This is an optimization exercise on Yosys and OpenROAD, whose aim is small area, a short achievable clock period and few clock cycles, not a production implementation. Function was checked by simulation only, so behaviour that the tests miss may differ from the original.

## run 1
==> flow/design.v (excerpt) <==
module qbc (
    input  wire        clk,
    input  wire        rst_n,
    input  wire        req_valid,
    output wire        req_ready,
    input  wire        req_write,
    input  wire [7:0]  req_addr,
    input  wire [31:0] req_wdata,
    output wire        rsp_valid,
    output wire [31:0] rsp_rdata,
    output wire        rsp_err
);
clock: 5.0 ns
lec_check: 0
cap_margin: 20
cell_pad_in_sites_detail_placement: 1
core_margin: 2
core_utilization: 50
cts_buf_list: sky130_fd_sc_hd__clkbuf_8
setup_slack_margin: 1.9
slew_margin: 20
tns_end_percent: 5
run.sh (not shown) runs the stock make flow with config.mk's settings and CLKGATE_MAP_FILE= SYNTH_SCRIPT=/design/flow/synth_recipe.tcl, a recipe that flattens the netlist after the stock synthesis.
Run 1 | ERROR | 5_1_grt
Testbench counts of run 1, summed over its fixed seeds: cycles 39,357.
For run 2, these inputs were changed with respect to run 1:
Settings: removing CELL_PAD_IN_SITES_DETAIL_PLACEMENT (formerly 1); removing CTS_BUF_LIST (formerly sky130_fd_sc_hd__clkbuf_8); changing CORE_UTILIZATION from 50 to 40; changing SETUP_SLACK_MARGIN from 1.9 to 2.2.
Results
The remaining runs in run 1 and run 2 completed every stage, whereas run 1 halted early.
Run 1: it failed during 5_1_grt, and the tool reported GRT-0116.
Between run 1 and run 2, final RePlAce weighted congestion is lower for run 1, run 2 comes in above that.
Diff run 1 -> run 2 | total instance count after detailed placement | up by a few percent
On run 2: total CTS buffers is 35% lower than what run 1 gave.
--- input diff run 2..run 3 ---
Settings: CELL_PAD_IN_SITES_DETAIL_PLACEMENT: unset -> 1; CTS_BUF_LIST: unset -> sky130_fd_sc_hd__clkbuf_8; CORE_UTILIZATION: 40 -> 50; SETUP_SLACK_MARGIN: 2.2 -> 2.3.
Notes after the runs:
- Apart from run 3, each of run 2 and run 3 ends the flow with a layout that passes the timing, design-rule and antenna checks.
- Run 3 failed in 5_1_grt with GRT-0116.
- Last weighted congestion value of the routability-driven placer in run 3 is 1.2% lower than in run 2
- From run 2 to run 3 the numbers moved as follows: post-placement cell area fell 2.0%; starting utilization of the core area rose by 11 points; placed wire-length estimate after detailed placement went down.

========
The RTL this note starts from:
==> flow/design.v <==
module qbc (
    input  wire        clk,
    input  wire        rst_n,
    input  wire        req_valid,
    output wire        req_ready,
    input  wire        req_write,
    input  wire [7:0]  req_addr,
    input  wire [31:0] req_wdata,
    output wire        rsp_valid,
    output wire [31:0] rsp_rdata,
    output wire        rsp_err
);
    localparam [51:0] FOOT52   = {52{1'b1}};
    localparam [31:0] ID_VALUE = 32'h5142_0701;
    reg [63:0] idx_in;
    reg [31:0] x_in, y_in;
    reg [63:0] res;
    reg [31:0] x_out, y_out;
    reg [11:0] f_q;           
    reg [31:0] cmd;
    reg        st_vi, st_vc, st_can, st_cha, st_errs;
    reg [2:0]  st_ecode;      
    reg [63:0] ch_base;
    reg [52:0] ch_k;          
    reg [4:0]  ch_d;          
    reg        running;
    reg        rsp_pending;
    reg [31:0] rsp_data_q;
    reg        rsp_err_q;
    assign req_ready = running & rst_n;
    assign rsp_valid = rsp_pending & rst_n;
    assign rsp_rdata = rsp_data_q;
    assign rsp_err   = rsp_err_q;
    wire accept   = req_valid & req_ready;
    wire aligned  = (req_addr[1:0] == 2'b00);
    wire do_write = accept & req_write & aligned;
    wire do_cmd   = do_write & (req_addr[7:2] == 6'h00);
    wire rst      = ~rst_n;
    wire [31:0] wd = req_wdata & {32{rst_n}};
    wire [3:0] op = req_wdata[3:0];
    wire [4:0] r  = req_wdata[12:8];
    wire uses_r   = (op == 4'h1) | (op == 4'h5) | (op == 4'h6);
    wire illegal  = (|req_wdata[31:13]) | (|req_wdata[7:4]) | (op >= 4'hA) |
                    (~uses_r & (|r));
    wire op_pack  = ~illegal & (op == 4'h1);
    wire op_unp   = ~illegal & (op == 4'h2);
    wire op_chk   = ~illegal & (op == 4'h3);
    wire op_gres  = ~illegal & (op == 4'h4);
    wire op_par   = ~illegal & (op == 4'h5);
    wire op_chl   = ~illegal & (op == 4'h6);
    wire op_nc    = ~illegal & (op == 4'h7);
    wire op_menc  = ~illegal & (op == 4'h8);
    wire op_mdec  = ~illegal & (op == 4'h9);
    wire [4:0]  z      = idx_in[56:52];
    wire [51:0] v52    = idx_in[51:0];
    wire        r_big  = (r > 5'd26);
    wire [51:0] foot_r = FOOT52 >> {r, 1'b0};
    wire [51:0] foot_z = FOOT52 >> {z, 1'b0};
    reg [63:0] menc;
    reg [31:0] dex, dey;
    integer i;
    always @* begin
        for (i = 0; i < 32; i = i + 1) begin
            menc[2*i]     = x_in[i];
            menc[2*i + 1] = y_in[i];
            dex[i]        = idx_in[2*i];
            dey[i]        = idx_in[2*i + 1];
        end
    end
    wire [31:0] xy_or    = x_in | y_in;
    wire        pk_range = |(xy_or & ({32{1'b1}} << r));
    wire [51:0] pk_pos   = menc[51:0] << (6'd52 - {r, 1'b0});
    wire [63:0] pk_res   = {7'b0100100, r, pk_pos | foot_r};
    wire [31:0] ux = {1'b0, dex[25:0], 5'b0} >> (~z);
    wire [31:0] uy = {1'b0, dey[25:0], 5'b0} >> (~z);
    wire chk_vi  = ~idx_in[63] & idx_in[62] & (idx_in[61:59] != 3'd7) &
                   (z <= 5'd26) & (&(v52 | ~foot_z));
    wire chk_vc  = chk_vi & (idx_in[61:59] == 3'd1);
    wire chk_can = chk_vc & (idx_in[58:57] == 2'd0);
    wire [63:0] par_res = {idx_in[63:57], r, v52 | foot_r};
    wire [63:0] chl_base = {idx_in[63:57], r, v52 & ~(foot_z & ~foot_r)};
    wire [4:0]  chl_d    = r - z;
    wire [4:0]  cb_r    = ch_base[56:52];
    wire [51:0] nc_pos  = ch_k[51:0] << (6'd52 - {cb_r, 1'b0});
    wire [63:0] nc_res  = ch_base | {12'd0, nc_pos};
    wire [52:0] nc_k1   = ch_k + 53'd1;
    wire [51:0] lowd    = ~(FOOT52 << {ch_d, 1'b0});
    wire        nc_last = &(ch_k[51:0] | ~lowd);
    wire e_inv = (op_pack & r_big) |
                 (op_par & (r_big | (r > z))) |
                 (op_chl & (r_big | (r <= z)));
    wire e_rng = op_pack & ~r_big & pk_range;
    wire e_noi = op_nc & ~st_cha;
    wire [2:0] ecode = illegal ? 3'd2 : e_inv ? 3'd1 : e_rng ? 3'd3 :
                       e_noi ? 3'd4 : 3'd0;
    wire fail = illegal | e_inv | e_rng | e_noi;
    wire ok   = do_cmd & ~fail;
    wire [31:0] status = {20'd0, 1'b0, st_ecode, 2'b00, st_errs, |st_ecode,
                          st_cha, st_can, st_vc, st_vi};
    wire [31:0] f_out  = {14'd0, f_q[11], f_q[10], 2'b00, f_q[6:5], 1'b0,
                          f_q[9:7], 3'b000, f_q[4:0]};
    wire [63:0] ch_n   = (ch_d == 5'd0) ? 64'd0 : (64'd1 << {ch_d, 1'b0});
    reg [31:0] rd_data;
    always @* begin
        case (req_addr[7:2])
            6'h00: rd_data = cmd;
            6'h01: rd_data = status;
            6'h02: rd_data = ID_VALUE;
            6'h04: rd_data = idx_in[31:0];
            6'h05: rd_data = idx_in[63:32];
            6'h06: rd_data = x_in;
            6'h07: rd_data = y_in;
            6'h08: rd_data = res[31:0];
            6'h09: rd_data = res[63:32];
            6'h0A: rd_data = x_out;
            6'h0B: rd_data = y_out;
            6'h0C: rd_data = f_out;
            6'h0E: rd_data = ch_base[31:0];
            6'h0F: rd_data = ch_base[63:32];
            6'h10: rd_data = ch_k[31:0];
            6'h11: rd_data = {11'd0, ch_k[52:32]};
            6'h12: rd_data = ch_n[31:0];
            6'h13: rd_data = ch_n[63:32];
            default: rd_data = 32'd0;
        endcase
    end
    wire we_idx_lo = rst | (do_write & (req_addr[7:2] == 6'h04));
    wire we_idx_hi = rst | (do_write & (req_addr[7:2] == 6'h05));
    wire we_x      = rst | (do_write & (req_addr[7:2] == 6'h06));
    wire we_y      = rst | (do_write & (req_addr[7:2] == 6'h07));
    wire we_cmd    = rst | do_cmd;
    wire s_pack = ok & op_pack;
    wire s_par  = ok & op_par;
    wire s_nc   = ok & op_nc;
    wire s_menc = ok & op_menc;
    wire we_res = rst | s_pack | s_par | s_nc | s_menc;
    wire [63:0] res_nx = ({64{s_pack}} & pk_res) | ({64{s_par}} & par_res) |
                         ({64{s_nc}} & nc_res) | ({64{s_menc}} & menc);
    wire s_unp  = ok & op_unp;
    wire s_mdec = ok & op_mdec;
    wire we_xo  = rst | s_unp | s_mdec;
    wire [31:0] xo_nx = ({32{s_unp}} & ux) | ({32{s_mdec}} & dex);
    wire [31:0] yo_nx = ({32{s_unp}} & uy) | ({32{s_mdec}} & dey);
    wire we_f   = rst | (ok & (op_unp | op_chk | op_gres));
    wire we_chk = rst | (ok & op_chk);
    wire s_chl  = ok & op_chl;
    wire we_chb = rst | s_chl;
    wire we_chk_k = rst | s_chl | s_nc;
    always @(posedge clk) begin
        running     <= rst_n;
        rsp_pending <= accept;
        rsp_err_q   <= ~aligned;
        rsp_data_q  <= (req_write | ~aligned) ? 32'd0 : rd_data;
        if (we_idx_lo) idx_in[31:0]  <= wd;
        if (we_idx_hi) idx_in[63:32] <= wd;
        if (we_x)      x_in <= wd;
        if (we_y)      y_in <= wd;
        if (we_cmd)    cmd  <= wd;
        if (we_res) res <= res_nx;
        if (we_xo) begin
            x_out <= xo_nx;
            y_out <= yo_nx;
        end
        if (we_f) f_q <= idx_in[63:52] & {12{rst_n}};
        if (we_chk) begin
            st_vi  <= chk_vi & rst_n;
            st_vc  <= chk_vc & rst_n;
            st_can <= chk_can & rst_n;
        end
        if (we_chb) begin
            ch_base <= chl_base & {64{rst_n}};
            ch_d    <= chl_d & {5{rst_n}};
        end
        if (we_chk_k)
            ch_k <= s_nc ? nc_k1 : 53'd0;
        if (rst) begin
            st_cha   <= 1'b0;
            st_errs  <= 1'b0;
            st_ecode <= 3'd0;
        end else begin
            if (s_chl)
                st_cha <= 1'b1;
            else if (s_nc & nc_last)
                st_cha <= 1'b0;
            if (do_cmd) begin
                st_ecode <= ecode;
                if (fail) st_errs <= 1'b1;
            end else if (do_write & (req_addr[7:2] == 6'h01) & req_wdata[5])
                st_errs <= 1'b0;
        end
    end
endmodule
Settings: LEC_CHECK=0, ABC_CLOCK_PERIOD_IN_PS=2600, CAP_MARGIN=20, CORE_MARGIN=2, CORE_UTILIZATION=55, SETUP_SLACK_MARGIN=2.4, SLEW_MARGIN=20; clock period 5.0 ns.
The starting point did not get past 5_1_grt with GRT-0232.
Testbench counts at the start, summed over its fixed seeds: cycles 39,357.
Rerun with:
--- a/flow/config.mk
+++ b/flow/config.mk
@@ -7,7 +7,5 @@
 export LEC_CHECK = 0
-export ABC_CLOCK_PERIOD_IN_PS = 2600
 export CAP_MARGIN = 20
 export CORE_MARGIN = 2
-export CORE_UTILIZATION = 55
-export SETUP_SLACK_MARGIN = 2.4
+export CORE_UTILIZATION = 40
 export SLEW_MARGIN = 20
Now the flow finished with timing, DRC and antenna clean.
Synthesized area stays the same.
Synthesized cell count does not change.

[afterwards: timing with drivers on the ports]
Ports are ideal in the flow. The routed layouts listed here were re-timed in OpenROAD. Step 1 assumes that a clkbuf_16 drives the clock port and a buf_2 every other input. Step 2 adds t to the input delays and takes it off the output delays; t is the mean of the earliest and latest rising clock arrival at the registers after step 1. Input paths then give back, and output paths get back, about the clock's delay inside the block. a / b / c = ideal / step 1 / step 2; a / b = the first two.
run | t (ns) | setup slack, ns | hold WS [ns] | worst setup path after step 2
run 2 | 0.718 | 1.556 / 1.604 / 0.886 | 0.504 / 0.504 / 0.504 | input to register
the second run of note 2 | 0.716 | 0.450 / 0.450 / 0.049 | 0.544 / 0.544 / 0.544 | input to register
After both steps every run listed still meets setup and hold. The setup slack of run 2, which loses most, moves by +0.048 ns with the drivers and by -0.670 ns with both steps.
